Background: an optimization exercise with open tools, aiming at a short achievable clock period and few clock cycles per item. Do not read the settings as production practice.
Function not checked in this run: the RTL went through the layout flow alone.
Power is estimated from default activity; no workload was simulated.

==> design/flow/design.v <==
module kzg_chal (
    input  wire         clk,
    input  wire         rst,
    input  wire         in_valid,
    output wire         in_ready,
    input  wire [31:0]  in_data,
    output reg          out_valid,
    input  wire         out_ready,
    output reg          out_err,
    output reg  [11:0]  out_index,
    output reg  [255:0] out_z
);
    localparam [255:0] R_MOD =
        256'h73eda753299d7d483339d80809a1d80553bda402fffe5bfeffffffff00000001;
    localparam [255:0] IV =
        256'h6a09e667bb67ae853c6ef372a54ff53a510e527f9b05688c1f83d9ab5be0cd19;
    localparam [31:0] E0_IV = 32'h98c7e2a2;
    localparam [15:0] W_BLOB_FIRST = 16'd8;
    localparam [15:0] W_COM_FIRST  = 16'd32776;
    localparam [15:0] W_COM_LAST   = 16'd32787;
    localparam [15:0] W_PAD_FIRST  = 16'd32788;
    localparam [15:0] W_LAST       = 16'd32799;
    localparam [31:0] LEN_BITS     = 32'd1049216;  
    function [31:0] kconst;
        input [5:0] t;
        begin
            case (t)
            6'd0:  kconst = 32'h428a2f98; 6'd1:  kconst = 32'h71374491;
            6'd2:  kconst = 32'hb5c0fbcf; 6'd3:  kconst = 32'he9b5dba5;
            6'd4:  kconst = 32'h3956c25b; 6'd5:  kconst = 32'h59f111f1;
            6'd6:  kconst = 32'h923f82a4; 6'd7:  kconst = 32'hab1c5ed5;
            6'd8:  kconst = 32'hd807aa98; 6'd9:  kconst = 32'h12835b01;
            6'd10: kconst = 32'h243185be; 6'd11: kconst = 32'h550c7dc3;
            6'd12: kconst = 32'h72be5d74; 6'd13: kconst = 32'h80deb1fe;
            6'd14: kconst = 32'h9bdc06a7; 6'd15: kconst = 32'hc19bf174;
            6'd16: kconst = 32'he49b69c1; 6'd17: kconst = 32'hefbe4786;
            6'd18: kconst = 32'h0fc19dc6; 6'd19: kconst = 32'h240ca1cc;
            6'd20: kconst = 32'h2de92c6f; 6'd21: kconst = 32'h4a7484aa;
            6'd22: kconst = 32'h5cb0a9dc; 6'd23: kconst = 32'h76f988da;
            6'd24: kconst = 32'h983e5152; 6'd25: kconst = 32'ha831c66d;
            6'd26: kconst = 32'hb00327c8; 6'd27: kconst = 32'hbf597fc7;
            6'd28: kconst = 32'hc6e00bf3; 6'd29: kconst = 32'hd5a79147;
            6'd30: kconst = 32'h06ca6351; 6'd31: kconst = 32'h14292967;
            6'd32: kconst = 32'h27b70a85; 6'd33: kconst = 32'h2e1b2138;
            6'd34: kconst = 32'h4d2c6dfc; 6'd35: kconst = 32'h53380d13;
            6'd36: kconst = 32'h650a7354; 6'd37: kconst = 32'h766a0abb;
            6'd38: kconst = 32'h81c2c92e; 6'd39: kconst = 32'h92722c85;
            6'd40: kconst = 32'ha2bfe8a1; 6'd41: kconst = 32'ha81a664b;
            6'd42: kconst = 32'hc24b8b70; 6'd43: kconst = 32'hc76c51a3;
            6'd44: kconst = 32'hd192e819; 6'd45: kconst = 32'hd6990624;
            6'd46: kconst = 32'hf40e3585; 6'd47: kconst = 32'h106aa070;
            6'd48: kconst = 32'h19a4c116; 6'd49: kconst = 32'h1e376c08;
            6'd50: kconst = 32'h2748774c; 6'd51: kconst = 32'h34b0bcb5;
            6'd52: kconst = 32'h391c0cb3; 6'd53: kconst = 32'h4ed8aa4a;
            6'd54: kconst = 32'h5b9cca4f; 6'd55: kconst = 32'h682e6ff3;
            6'd56: kconst = 32'h748f82ee; 6'd57: kconst = 32'h78a5636f;
            6'd58: kconst = 32'h84c87814; 6'd59: kconst = 32'h8cc70208;
            6'd60: kconst = 32'h90befffa; 6'd61: kconst = 32'ha4506ceb;
            6'd62: kconst = 32'hbef9a3f7; default: kconst = 32'hc67178f2;
            endcase
        end
    endfunction
    function [31:0] ssig0;
        input [31:0] x;
        ssig0 = {x[6:0], x[31:7]} ^ {x[17:0], x[31:18]} ^ (x >> 3);
    endfunction
    function [31:0] ssig1;
        input [31:0] x;
        ssig1 = {x[16:0], x[31:17]} ^ {x[18:0], x[31:19]} ^ (x >> 10);
    endfunction
    reg  [31:0]  sa, sb, sc, sd, se, sf, sg, sh;
    reg  [255:0] hv;                  
    reg  [511:0] w;                   
    reg  [127:0] kw;                  
    reg  [31:0]  pre_dhkw;            
    reg          run;                 
    reg          pro;                 
    reg  [3:0]   rcnt;                
    reg          lastc;               
    reg          cur_last;            
    reg          cur_first;           
    reg  [511:0] nb;                  
    reg  [4:0]   nbcnt;
    reg          nb_first, nb_last;
    reg  [15:0]  tw;                  
    reg          tint;                
    reg          in_rdy;
    reg          eq_run;
    reg          chk_err;
    reg  [11:0]  chk_idx;
    reg          pend_err;
    reg  [11:0]  pend_idx;
    reg          red_busy;
    reg  [1:0]   red_step;
    reg  [255:0] dig;
    reg          red_err;
    reg  [11:0]  red_idx;
    wire [31:0] H0 = hv[255:224], H1 = hv[223:192], H2 = hv[191:160], H3 = hv[159:128];
    wire [31:0] H4 = hv[127:96],  H5 = hv[95:64],   H6 = hv[63:32],   H7 = hv[31:0];
    wire [31:0] nb0 = nb[31:0];
    wire [31:0] Av [0:7];
    wire [31:0] Ev [0:7];
    assign Av[0] = sd; assign Av[1] = sc; assign Av[2] = sb; assign Av[3] = sa;
    assign Ev[0] = sh; assign Ev[1] = sg; assign Ev[2] = sf; assign Ev[3] = se;
    wire [31:0] ep1, ecn1, ep2, ecn2, ep3, ecn3, ep4, ecn4;
    e_round_r u_e1 (.e(se), .f(sf), .g(sg), .dhkw(pre_dhkw), .ep(ep1), .ecn(ecn1));
    res32 u_e1r (.p(ep1), .cn(ecn1), .s(Ev[4]));
    wire [31:0] dhkw2;
    add3 u_d2 (.x(sb), .y(sg), .z(kw[63:32]), .s(dhkw2));
    e_round_pc u_e2 (.ep(ep1), .ecn(ecn1), .f(se), .g(sf), .dhkw(dhkw2), .epn(ep2), .ecnn(ecn2));
    res32 u_e2r (.p(ep2), .cn(ecn2), .s(Ev[5]));
    wire [31:0] dhkw3;
    add4 u_d3 (.w(sa), .x(sf), .y(kw[95:64]), .z(lastc ? H4 : 32'd0), .s(dhkw3));
    e_round_pc u_e3 (.ep(ep2), .ecn(ecn2), .f(Ev[4]), .g(se), .dhkw(dhkw3), .epn(ep3), .ecnn(ecn3));
    res32 u_e3r (.p(ep3), .cn(ecn3), .s(Ev[6]));
    wire [31:0] h5n, h6n, h7n, h3n, dhkw4n, dhkw4l, kw0n;
    ks32 u_h5n (.x(Ev[5]), .y(H5), .s(h5n));       
    ks32 u_h6n (.x(Ev[4]), .y(H6), .s(h6n));       
    ks32 u_h7n (.x(se), .y(H7), .s(h7n));          
    ks32 u_h3n (.x(Av[4]), .y(H3), .s(h3n));       
    ks32 u_kw0 (.x(kconst(6'd0)), .y(nb0), .s(kw0n));
    add3 u_d4 (.x(Av[4]), .y(se), .z(kw[127:96]), .s(dhkw4n));
    add3 u_d4l (.x(h3n), .y(h7n), .z(kw0n), .s(dhkw4l));
    wire [31:0] f4 = lastc ? h5n : Ev[5];
    wire [31:0] g4 = lastc ? h6n : Ev[4];
    wire [31:0] dhkw4 = lastc ? dhkw4l : dhkw4n;
    e_round_pc u_e4 (.ep(ep3), .ecn(ecn3), .f(f4), .g(g4), .dhkw(dhkw4), .epn(ep4), .ecnn(ecn4));
    res32 u_e4r (.p(ep4), .cn(ecn4), .s(Ev[7]));
    wire [31:0] ap0, acn0, ap1, acn1, ap2, acn2, ap3, acn3;
    a_round_r u_a0 (.a(sa), .b(sb), .c(sc), .ee(se), .y(~sd), .ci(1'b1), .ap(ap0), .acn(acn0));
    res32 u_a0r (.p(ap0), .cn(acn0), .s(Av[4]));
    a_round_pc u_a1 (.ap(ap0), .acn(acn0), .b(sa), .c(sb), .ee(Ev[4]), .y(~sc), .ci(1'b1),
                     .apn(ap1), .acnn(acn1));
    res32 u_a1r (.p(ap1), .cn(acn1), .s(Av[5]));
    a_round_pc u_a2 (.ap(ap1), .acn(acn1), .b(Av[4]), .c(sa), .ee(Ev[5]), .y(~sb), .ci(1'b1),
                     .apn(ap2), .acnn(acn2));
    res32 u_a2r (.p(ap2), .cn(acn2), .s(Av[6]));
    wire [31:0] hd, y3;
    wire [31:0] nsa = ~sa;
    assign hd = H0 - H4 + 32'd1;
    ks32 u_y3 (.x(nsa), .y(lastc ? hd : 32'd1), .s(y3));
    a_round_pc u_a3 (.ap(ap2), .acn(acn2), .b(Av[5]), .c(Av[4]), .ee(Ev[6]), .y(y3), .ci(1'b0),
                     .apn(ap3), .acnn(acn3));
    res32 u_a3r (.p(ap3), .cn(acn3), .s(Av[7]));
    wire [31:0] hn1, hn2;
    ks32 u_hn1 (.x(Av[6]), .y(H1), .s(hn1));
    ks32 u_hn2 (.x(Av[5]), .y(H2), .s(hn2));
    wire [255:0] hnew = {Av[7], hn1, hn2, h3n, Ev[6], h5n, h6n, h7n};
    wire [31:0] pro_dhkw, pro_e0p, pro_e0cn, pro_e0r, pro_e0;
    add3 u_pd (.x(H3), .y(H7), .z(kconst(6'd0) + w[31:0]), .s(pro_dhkw));
    e_round_r u_pe (.e(H4), .f(H5), .g(H6), .dhkw(pro_dhkw), .ep(pro_e0p), .ecn(pro_e0cn));
    res32 u_per (.p(pro_e0p), .cn(pro_e0cn), .s(pro_e0r));
    assign pro_e0 = cur_first ? E0_IV + w[31:0] : pro_e0r;
    wire [31:0] wv [0:19];
    genvar q;
    generate
        for (q = 0; q < 16; q = q + 1) begin : wwin
            assign wv[q] = w[32*q +: 32];
        end
        for (q = 0; q < 4; q = q + 1) begin : wsch
            assign wv[16+q] = ssig1(wv[14+q]) + wv[9+q] + ssig0(wv[1+q]) + wv[q];
        end
    endgenerate
    wire [127:0] wnew = {wv[19], wv[18], wv[17], wv[16]};
    wire idle    = !run && !pro;
    wire nb_full = nbcnt[4];
    wire start   = nb_full && (idle || lastc) && (!nb_last || !red_busy);
    reg [31:0] int_word;
    always @(*) begin
        if (tw < W_BLOB_FIRST) begin
            case (tw[2:0])
                3'd0: int_word = 32'h4653424c;  
                3'd1: int_word = 32'h4f425645;  
                3'd2: int_word = 32'h52494659;  
                3'd3: int_word = 32'h5f56315f;  
                3'd7: int_word = 32'h00001000;  
                default: int_word = 32'h00000000;
            endcase
        end else if (tw == W_PAD_FIRST)
            int_word = 32'h80000000;
        else if (tw == W_LAST)
            int_word = LEN_BITS;
        else
            int_word = 32'h00000000;
    end
    wire red_load = lastc && cur_last;
    wire red_free = red_busy && (red_step == 2'd2) && (!out_valid || out_ready);
    wire red_busy_n = red_load ? 1'b1 : red_free ? 1'b0 : red_busy;
    wire        host_acc = in_rdy && in_valid;
    wire        shift    = tint ? (!nb_full || start) : host_acc;
    wire [31:0] fill_word = tint ? int_word : in_data;
    wire [15:0] tw_n    = !shift ? tw : (tw == W_LAST) ? 16'd0 : tw + 16'd1;
    wire        tint_n  = (tw_n < W_BLOB_FIRST) || (tw_n >= W_PAD_FIRST);
    wire [4:0]  nbcnt_n = (start ? 5'd0 : nbcnt) + {4'd0, shift};
    wire        nb_last_n = (shift && tw[3:0] == 4'hf) ? (tw[15:4] == 12'd2049) : nb_last;
    wire        pro_n   = idle && start;
    wire        run_n   = pro || (run && !lastc) || (lastc && start);
    wire        lastc_n = run && !lastc && (rcnt == 4'd14);
    wire        idle_n  = !run_n && !pro_n;
    wire        start_n = nbcnt_n[4] && (idle_n || lastc_n) && (!nb_last_n || !red_busy_n);
    wire        in_rdy_n = !tint_n && (!nbcnt_n[4] || start_n);
    assign in_ready = in_rdy;
    wire        blob_word = (tw >= W_BLOB_FIRST) && (tw < W_COM_FIRST);
    wire [11:0] elem_idx  = tw[14:3] - 12'd1;
    reg  [31:0] r_word;
    always @(*) begin
        case (tw[2:0])
            3'd0: r_word = R_MOD[255:224];
            3'd1: r_word = R_MOD[223:192];
            3'd2: r_word = R_MOD[191:160];
            3'd3: r_word = R_MOD[159:128];
            3'd4: r_word = R_MOD[127:96];
            3'd5: r_word = R_MOD[95:64];
            3'd6: r_word = R_MOD[63:32];
            default: r_word = R_MOD[31:0];
        endcase
    end
    wire eq_before = (tw[2:0] == 3'd0) ? 1'b1 : eq_run;
    wire word_gt   = in_data > r_word;
    wire word_eq   = in_data == r_word;
    wire elem_bad  = eq_before && (word_gt || (word_eq && tw[2:0] == 3'd7));
    always @(posedge clk) begin
        if (rst) begin
            run       <= 1'b0;
            pro       <= 1'b0;
            rcnt      <= 4'd0;
            lastc     <= 1'b0;
            cur_last  <= 1'b0;
            cur_first <= 1'b0;
            nbcnt     <= 5'd0;
            nb_first  <= 1'b0;
            nb_last   <= 1'b0;
            tw        <= 16'd0;
            tint      <= 1'b1;
            in_rdy    <= 1'b0;
            eq_run    <= 1'b0;
            chk_err   <= 1'b0;
            chk_idx   <= 12'd0;
            pend_err  <= 1'b0;
            pend_idx  <= 12'd0;
            red_busy  <= 1'b0;
            red_step  <= 2'd0;
        end else begin
            run      <= run_n;
            pro      <= pro_n;
            rcnt     <= run ? rcnt + 4'd1 : 4'd0;
            lastc    <= lastc_n;
            if (start) begin
                cur_last  <= nb_last;
                cur_first <= nb_first;
            end
            nbcnt    <= nbcnt_n;
            if (shift && tw[3:0] == 4'hf)
                nb_first <= (tw[15:4] == 12'd0);
            nb_last  <= nb_last_n;
            tw       <= tw_n;
            tint     <= tint_n;
            in_rdy   <= in_rdy_n;
            if (host_acc && blob_word) begin
                eq_run <= eq_before && word_eq;
                if (elem_bad && !chk_err) begin
                    chk_err <= 1'b1;
                    chk_idx <= elem_idx;
                end
            end
            if (host_acc && tw == W_COM_LAST) begin
                pend_err <= chk_err;
                pend_idx <= chk_idx;
                chk_err  <= 1'b0;
            end
            red_busy <= red_busy_n;
            if (red_load)
                red_step <= 2'd0;
            else if (red_busy && red_step != 2'd2)
                red_step <= red_step + 2'd1;
        end
    end
    reg [255:0] st_n;
    always @(*) begin
        if (run && !lastc)
            st_n = {Av[7], Av[6], Av[5], Av[4], Ev[7], Ev[6], Ev[5], Ev[4]};
        else if (lastc)
            st_n = cur_last ? {IV[255:128], E0_IV + nb0, IV[127:32]}
                            : {Av[7], hn1, hn2, h3n, Ev[7], Ev[6], h5n, h6n};
        else    
            st_n = cur_first ? {IV[255:128], pro_e0, IV[127:32]}
                             : {hv[255:128], pro_e0, hv[127:32]};
    end
    wire [255:0] hv_n = lastc ? (cur_last ? IV : hnew) :
                        (pro && cur_first) ? IV : hv;
    wire         bnd = lastc || !run;           
    wire [3:0]   rc_n = bnd ? 4'd0 : rcnt + 4'd1;
    wire [127:0] kw_n;
    generate
        for (q = 0; q < 4; q = q + 1) begin : kwn
            wire [5:0] tidx = {rc_n, 2'b00} + q + 1;
            assign kw_n[32*q +: 32] = kconst(tidx) +
                (lastc ? nb[32*(q+1) +: 32] : !run ? w[32*(q+1) +: 32] : w[32*(q+5) +: 32]);
        end
    endgenerate
    wire [31:0] pre_n;
    add3 u_pre (.x(st_n[191:160]), .y(st_n[31:0]), .z(kw_n[31:0]), .s(pre_n));
    always @(posedge clk) begin
        {sa, sb, sc, sd, se, sf, sg, sh} <= st_n;
        hv       <= hv_n;
        kw       <= kw_n;
        pre_dhkw <= pre_n;
        if (start)
            w <= nb;
        else if (run)
            w <= {wnew, w[511:128]};
        if (shift)
            nb <= {fill_word, nb[511:32]};
    end
    wire [256:0] red_diff = {1'b0, dig} - {1'b0, R_MOD};
    always @(posedge clk) begin
        if (red_load) begin
            dig     <= hnew;
            red_err <= pend_err;
            red_idx <= pend_idx;
        end else if (red_busy && red_step != 2'd2 && !red_diff[256]) begin
            dig <= red_diff[255:0];
        end
    end
    always @(posedge clk) begin
        if (rst) begin
            out_valid <= 1'b0;
        end else if (red_free) begin
            out_valid <= 1'b1;
            out_err   <= red_err;
            out_index <= red_idx;
            out_z     <= dig;
        end else if (out_ready) begin
            out_valid <= 1'b0;
        end
    end
endmodule
module kc_x2 (input wire a, b, output wire y);
    assign y = a ^ b;
endmodule
module kc_xn2 (input wire a, b, output wire y);
    assign y = ~(a ^ b);
endmodule
module kc_x3 (input wire a, b, c, output wire y);
    assign y = a ^ b ^ c;
endmodule
module kc_mj3 (input wire a, b, c, output wire y);
    assign y = (a & b) | (c & (a | b));
endmodule
module kc_mx (input wire s, a, b, output wire y);    
    assign y = s ? a : b;
endmodule
module kc_an2 (input wire a, b, output wire y);
    assign y = a & b;
endmodule
module kc_or2 (input wire a, b, output wire y);
    assign y = a | b;
endmodule
module kc_inv (input wire a, output wire y);
    assign y = ~a;
endmodule
module kc_pgn (input wire gh, ph, gl, pl, output wire gn, pn);
    assign gn = ~(gh | (ph & gl));
    assign pn = ~(ph & pl);
endmodule
module kc_pgp (input wire gnh, pnh, gnl, pnl, output wire g, p);
    assign g = ~(gnh & (pnh | gnl));
    assign p = ~(pnh | pnl);
endmodule
module ks32 (input wire [31:0] x, y, output wire [31:0] s);
    wire [31:0] p, cn;
    ks32pc u_k (.x(x), .y(y), .p(p), .cn(cn));
    res32 u_r (.p(p), .cn(cn), .s(s));
endmodule
module res32 (input wire [31:0] p, cn, output wire [31:0] s);
    genvar i;
    generate
        for (i = 0; i < 32; i = i + 1) begin : sm
            kc_xn2 u_s (.a(p[i]), .b(cn[i]), .y(s[i]));
        end
    endgenerate
endmodule
module ks32pc (input wire [31:0] x, y, output wire [31:0] p, cn);
    wire [31:0] g [0:5];
    wire [31:0] pp [0:5];
    genvar l, i;
    generate
        for (i = 0; i < 32; i = i + 1) begin : pg
            kc_an2 u_g (.a(x[i]), .b(y[i]), .y(g[0][i]));
            kc_x2  u_p (.a(x[i]), .b(y[i]), .y(pp[0][i]));
        end
        for (l = 0; l < 5; l = l + 1) begin : lv
            for (i = 0; i < 32; i = i + 1) begin : bt
                if (i >= (1 << l)) begin : c
                    if (l % 2 == 0) begin : n
                        kc_pgn u (.gh(g[l][i]), .ph(pp[l][i]), .gl(g[l][i-(1<<l)]),
                                  .pl(pp[l][i-(1<<l)]), .gn(g[l+1][i]), .pn(pp[l+1][i]));
                    end else begin : t
                        kc_pgp u (.gnh(g[l][i]), .pnh(pp[l][i]), .gnl(g[l][i-(1<<l)]),
                                  .pnl(pp[l][i-(1<<l)]), .g(g[l+1][i]), .p(pp[l+1][i]));
                    end
                end else begin : w
                    kc_inv u_g (.a(g[l][i]), .y(g[l+1][i]));
                    assign pp[l+1][i] = 1'b0;
                end
            end
        end
        assign p = pp[0];
        assign cn = {g[5][30:0], 1'b1};
    endgenerate
endmodule
module add3 (input wire [31:0] x, y, z, output wire [31:0] s);
    wire [31:0] cs, cc;
    genvar i;
    generate
        for (i = 0; i < 32; i = i + 1) begin : bb
            kc_x3  u_s (.a(x[i]), .b(y[i]), .c(z[i]), .y(cs[i]));
            kc_mj3 u_c (.a(x[i]), .b(y[i]), .c(z[i]), .y(cc[i]));
        end
    endgenerate
    ks32 u_a (.x(cs), .y({cc[30:0], 1'b0}), .s(s));
endmodule
module add4 (input wire [31:0] w, x, y, z, output wire [31:0] s);
    wire [31:0] cs, cc;
    genvar i;
    generate
        for (i = 0; i < 32; i = i + 1) begin : bb
            kc_x3  u_s (.a(w[i]), .b(x[i]), .c(y[i]), .y(cs[i]));
            kc_mj3 u_c (.a(w[i]), .b(x[i]), .c(y[i]), .y(cc[i]));
        end
    endgenerate
    add3 u_a (.x(cs), .y({cc[30:0], 1'b0}), .z(z), .s(s));
endmodule
module e_round_r (
    input  wire [31:0] e, f, g, dhkw,
    output wire [31:0] ep, ecn
);
    wire [31:0] x1, s1, ch, y, es, ec;
    genvar i;
    generate
        for (i = 0; i < 32; i = i + 1) begin : bb
            wire w1;
            kc_x2  u_x1 (.a(e[(i+6)%32]), .b(e[(i+11)%32]), .y(x1[i]));
            kc_x2  u_s1 (.a(x1[i]), .b(e[(i+25)%32]), .y(s1[i]));
            kc_mx  u_ch (.s(e[i]), .a(f[i]), .b(g[i]), .y(ch[i]));
            kc_x2  u_w1 (.a(e[(i+25)%32]), .b(dhkw[i]), .y(w1));
            kc_x2  u_y  (.a(x1[i]), .b(w1), .y(y[i]));              
            kc_x2  u_es (.a(y[i]), .b(ch[i]), .y(es[i]));
            kc_mj3 u_ec (.a(dhkw[i]), .b(s1[i]), .c(ch[i]), .y(ec[i]));
        end
    endgenerate
    ks32pc u_k (.x(es), .y({ec[30:0], 1'b0}), .p(ep), .cn(ecn));
endmodule
module e_round_pc (
    input  wire [31:0] ep, ecn, f, g, dhkw,
    output wire [31:0] epn, ecnn
);
    wire [31:0] s1p, cha, chb, k1, x1, s1, ch, y, es, ec;
    genvar i;
    generate
        for (i = 0; i < 32; i = i + 1) begin : bb
            wire w1, w3;
            kc_x3  u_s1p (.a(ep[(i+6)%32]), .b(ep[(i+11)%32]), .c(ep[(i+25)%32]), .y(s1p[i]));
            kc_mx  u_cha (.s(ep[i]), .a(f[i]), .b(g[i]), .y(cha[i]));    
            kc_mx  u_chb (.s(ep[i]), .a(g[i]), .b(f[i]), .y(chb[i]));    
            kc_x2  u_k1  (.a(dhkw[i]), .b(s1p[i]), .y(k1[i]));
            kc_x2  u_x1  (.a(ecn[(i+6)%32]), .b(ecn[(i+11)%32]), .y(x1[i]));
            kc_xn2 u_w3  (.a(ecn[(i+25)%32]), .b(s1p[i]), .y(w3));
            kc_x2  u_s1  (.a(x1[i]), .b(w3), .y(s1[i]));              
            kc_mx  u_ch  (.s(ecn[i]), .a(cha[i]), .b(chb[i]), .y(ch[i]));
            kc_xn2 u_w1  (.a(ecn[(i+25)%32]), .b(k1[i]), .y(w1));
            kc_x2  u_y   (.a(x1[i]), .b(w1), .y(y[i]));               
            kc_x2  u_es  (.a(y[i]), .b(ch[i]), .y(es[i]));
            kc_mj3 u_ec  (.a(dhkw[i]), .b(s1[i]), .c(ch[i]), .y(ec[i]));
        end
    endgenerate
    ks32pc u_k (.x(es), .y({ec[30:0], 1'b0}), .p(epn), .cn(ecnn));
endmodule
module a_round_r (
    input  wire [31:0] a, b, c, ee, y,
    input  wire        ci,
    output wire [31:0] ap, acn
);
    wire [31:0] s0, mj, q, s1, c1, vs, vc;
    genvar i;
    generate
        for (i = 0; i < 32; i = i + 1) begin : bb
            kc_x3  u_s0 (.a(a[(i+2)%32]), .b(a[(i+13)%32]), .c(a[(i+22)%32]), .y(s0[i]));
            kc_mj3 u_mj (.a(a[i]), .b(b[i]), .c(c[i]), .y(mj[i]));
            kc_x2  u_q  (.a(ee[i]), .b(y[i]), .y(q[i]));
            kc_x2  u_s1 (.a(q[i]), .b(mj[i]), .y(s1[i]));
            kc_mj3 u_c1 (.a(ee[i]), .b(y[i]), .c(mj[i]), .y(c1[i]));
        end
        for (i = 0; i < 32; i = i + 1) begin : zz
            wire ci1 = (i == 0) ? ci : c1[i-1];
            wire t;
            kc_x2  u_t  (.a(s1[i]), .b(ci1), .y(t));
            kc_x2  u_vs (.a(t), .b(s0[i]), .y(vs[i]));
            kc_mj3 u_vc (.a(s1[i]), .b(ci1), .c(s0[i]), .y(vc[i]));
        end
    endgenerate
    ks32pc u_k (.x(vs), .y({vc[30:0], 1'b0}), .p(ap), .cn(acn));
endmodule
module a_round_pc (
    input  wire [31:0] ap, acn, b, c, ee, y,
    input  wire        ci,
    output wire [31:0] apn, acnn
);
    wire [31:0] s0p, bo, ba, m1, m0, q, z1, w0, s0, s1, c1, vs, vc;
    genvar i;
    generate
        for (i = 0; i < 32; i = i + 1) begin : bb
            wire q1, q0, d1, d0;
            kc_x3  u_s0p (.a(ap[(i+2)%32]), .b(ap[(i+13)%32]), .c(ap[(i+22)%32]), .y(s0p[i]));
            kc_or2 u_bo  (.a(b[i]), .b(c[i]), .y(bo[i]));
            kc_an2 u_ba  (.a(b[i]), .b(c[i]), .y(ba[i]));
            kc_mx  u_m1  (.s(ap[i]), .a(bo[i]), .b(ba[i]), .y(m1[i]));   
            kc_mx  u_m0  (.s(ap[i]), .a(ba[i]), .b(bo[i]), .y(m0[i]));   
            kc_x2  u_q   (.a(ee[i]), .b(y[i]), .y(q[i]));
            kc_x2  u_q1  (.a(q[i]), .b(m1[i]), .y(q1));
            kc_x2  u_q0  (.a(q[i]), .b(m0[i]), .y(q0));
            kc_mx  u_s1  (.s(acn[i]), .a(q1), .b(q0), .y(s1[i]));
            kc_mj3 u_d1  (.a(ee[i]), .b(y[i]), .c(m1[i]), .y(d1));
            kc_mj3 u_d0  (.a(ee[i]), .b(y[i]), .c(m0[i]), .y(d0));
            kc_mx  u_c1  (.s(acn[i]), .a(d1), .b(d0), .y(c1[i]));
            kc_x2  u_z1  (.a(acn[(i+2)%32]), .b(acn[(i+13)%32]), .y(z1[i]));
            kc_xn2 u_w0  (.a(acn[(i+22)%32]), .b(s0p[i]), .y(w0[i]));
            kc_x2  u_s0  (.a(z1[i]), .b(w0[i]), .y(s0[i]));
        end
        for (i = 0; i < 32; i = i + 1) begin : zz
            wire ci1 = (i == 0) ? ci : c1[i-1];
            wire t;
            kc_x2  u_t  (.a(s1[i]), .b(ci1), .y(t));
            kc_x2  u_vs (.a(t), .b(s0[i]), .y(vs[i]));
            kc_mj3 u_vc (.a(s1[i]), .b(ci1), .c(s0[i]), .y(vc[i]));
        end
    endgenerate
    ks32pc u_k (.x(vs), .y({vc[30:0], 1'b0}), .p(apn), .cn(acnn));
endmodule
==> design/flow/run.sh <==
#!/bin/bash
# synth_recipe.tcl (not shown) runs the flow's synth.tcl, then flattens the netlist and writes it again
# the make line also repeats each setting of config.mk as NAME=value (left out here)
make -C /OpenROAD-flow-scripts/flow DESIGN_CONFIG=/design/flow/config.mk WORK_HOME=/design/flow/orfs CLKGATE_MAP_FILE= SYNTH_SCRIPT=/design/flow/synth_recipe.tcl finish
==> design/flow/config.mk <==
export PLATFORM = sky130hd
export DESIGN_NAME = kzg_chal
export DESIGN_NICKNAME = kzg_chal
export VERILOG_FILES = /design/flow/design.v
export SDC_FILE = /design/flow/constraint.sdc
export NUM_CORES = 4
export LEC_CHECK = 0
export CAP_MARGIN = 20
export CORE_MARGIN = 2
export CORE_UTILIZATION = 70
export PLACE_DENSITY_LB_ADDON = 0.1
export SLEW_MARGIN = 20
export SYNTH_HIERARCHICAL = 1
export SYNTH_MINIMUM_KEEP_SIZE = 0
==> design/flow/constraint.sdc <==
create_clock -name core_clock -period 10.0 [get_ports {clk}]
set_input_delay 2.0000 -clock core_clock [delete_from_list [all_inputs] [get_ports {clk}]]
set_output_delay 2.0000 -clock core_clock [all_outputs]
set_load 0.01 [all_outputs]
==> summary.txt <==
Outcome
  • Stop err: [ERROR GRT-0116] Global routing finished with congestion. Check the congestion regions in the DRC Viewer.
  • Status: did not finish
  • Stop stage: global routing (5_1_grt)

Synth
  • Cells after Synth: 23900
  • Warning count from the yosys run: 8
  • Mapped Avg Cell Area: 9.35 um2
  • Synth Cell Area: 0.223 mm2

Floorplanning
  • Starting Density: 0.703
  • Ports: 307
  • Die Y-Extent: 569 um
  • Placement Rows: 207
  • Die width: 569 um

GRT
  • Vias in the first global route: 258000
  • Grt ovf: 10200
  • Global-route wire length before repair: 2040 mm
  • Largest net degree at the start of global routing: 175
  • Total GRT Usage: 0.855

Placement
  • Gpl congestion: 1.48
  • IO Port Bufs: 306
  • Hpwl dp: 908 mm

CTS
  • Cts bufs inserted: 238
  • CTS Buffer Depth: 4
  • Clock root buffer: clkbuf_16
  • Htree depth: 4
-- per-stage QoR --
stage	setup TNS (ns)	setup WS (ns)	cells	instance area (um2)	hold slack [ns]
after floorplan	-536.81	-2.88	24000	224000	0.400
after global placement	-126.10	-1.28	31500	261000	0.402
after detailed placement	-182.84	-1.56	31500	261000	0.405
after CTS	-0.0450	-0.0319	32100	274000	0.399
-- worst max path at each step --
stage          slack, ns                    end  depth (start not counted)            from
2_1_floorplan      -2.88      in_rdy$_SDFF_PP0_                          8        in_valid
3_3_place_gp       -1.28  hv[236]$_SDFFCE_PP0P_                         48  se[22]$_DFF_P_
3_5_place_dp       -1.56  hv[236]$_SDFFCE_PP0P_                         49  se[22]$_DFF_P_
4_1_cts            -0.03     dig[253]$_DFFE_PP_                         53  sb[26]$_DFF_P_
-- per-layer routing --
| layer | GRT overflow | GRT usage |
|---|---|---|
| met2 | 6835 | 1.02 |
| met4 | 2413 | 0.863 |
| met1 | 485 | 0.827 |
| met5 | 51 | 0.508 |
| met3 | 424 | 0.720 |
-- power groups by stage --
stage / clock [mW] / combinational (mW) / sequential, mW
after detailed placement: 0 / 752 / 11.1
after global placement: 0 / 749 / 11.1
after floorplan: 0 / 405 / 10.9
after CTS: 9.53 / 811 / 11.0
-- repair_timing --
| item | CTS |
|---|---|
| setup endpoints to repair | 240 |
| resized for setup | 673 |
| pin swaps | 230 |
| hold buffers | 0 |
| setup buffers | 138 |
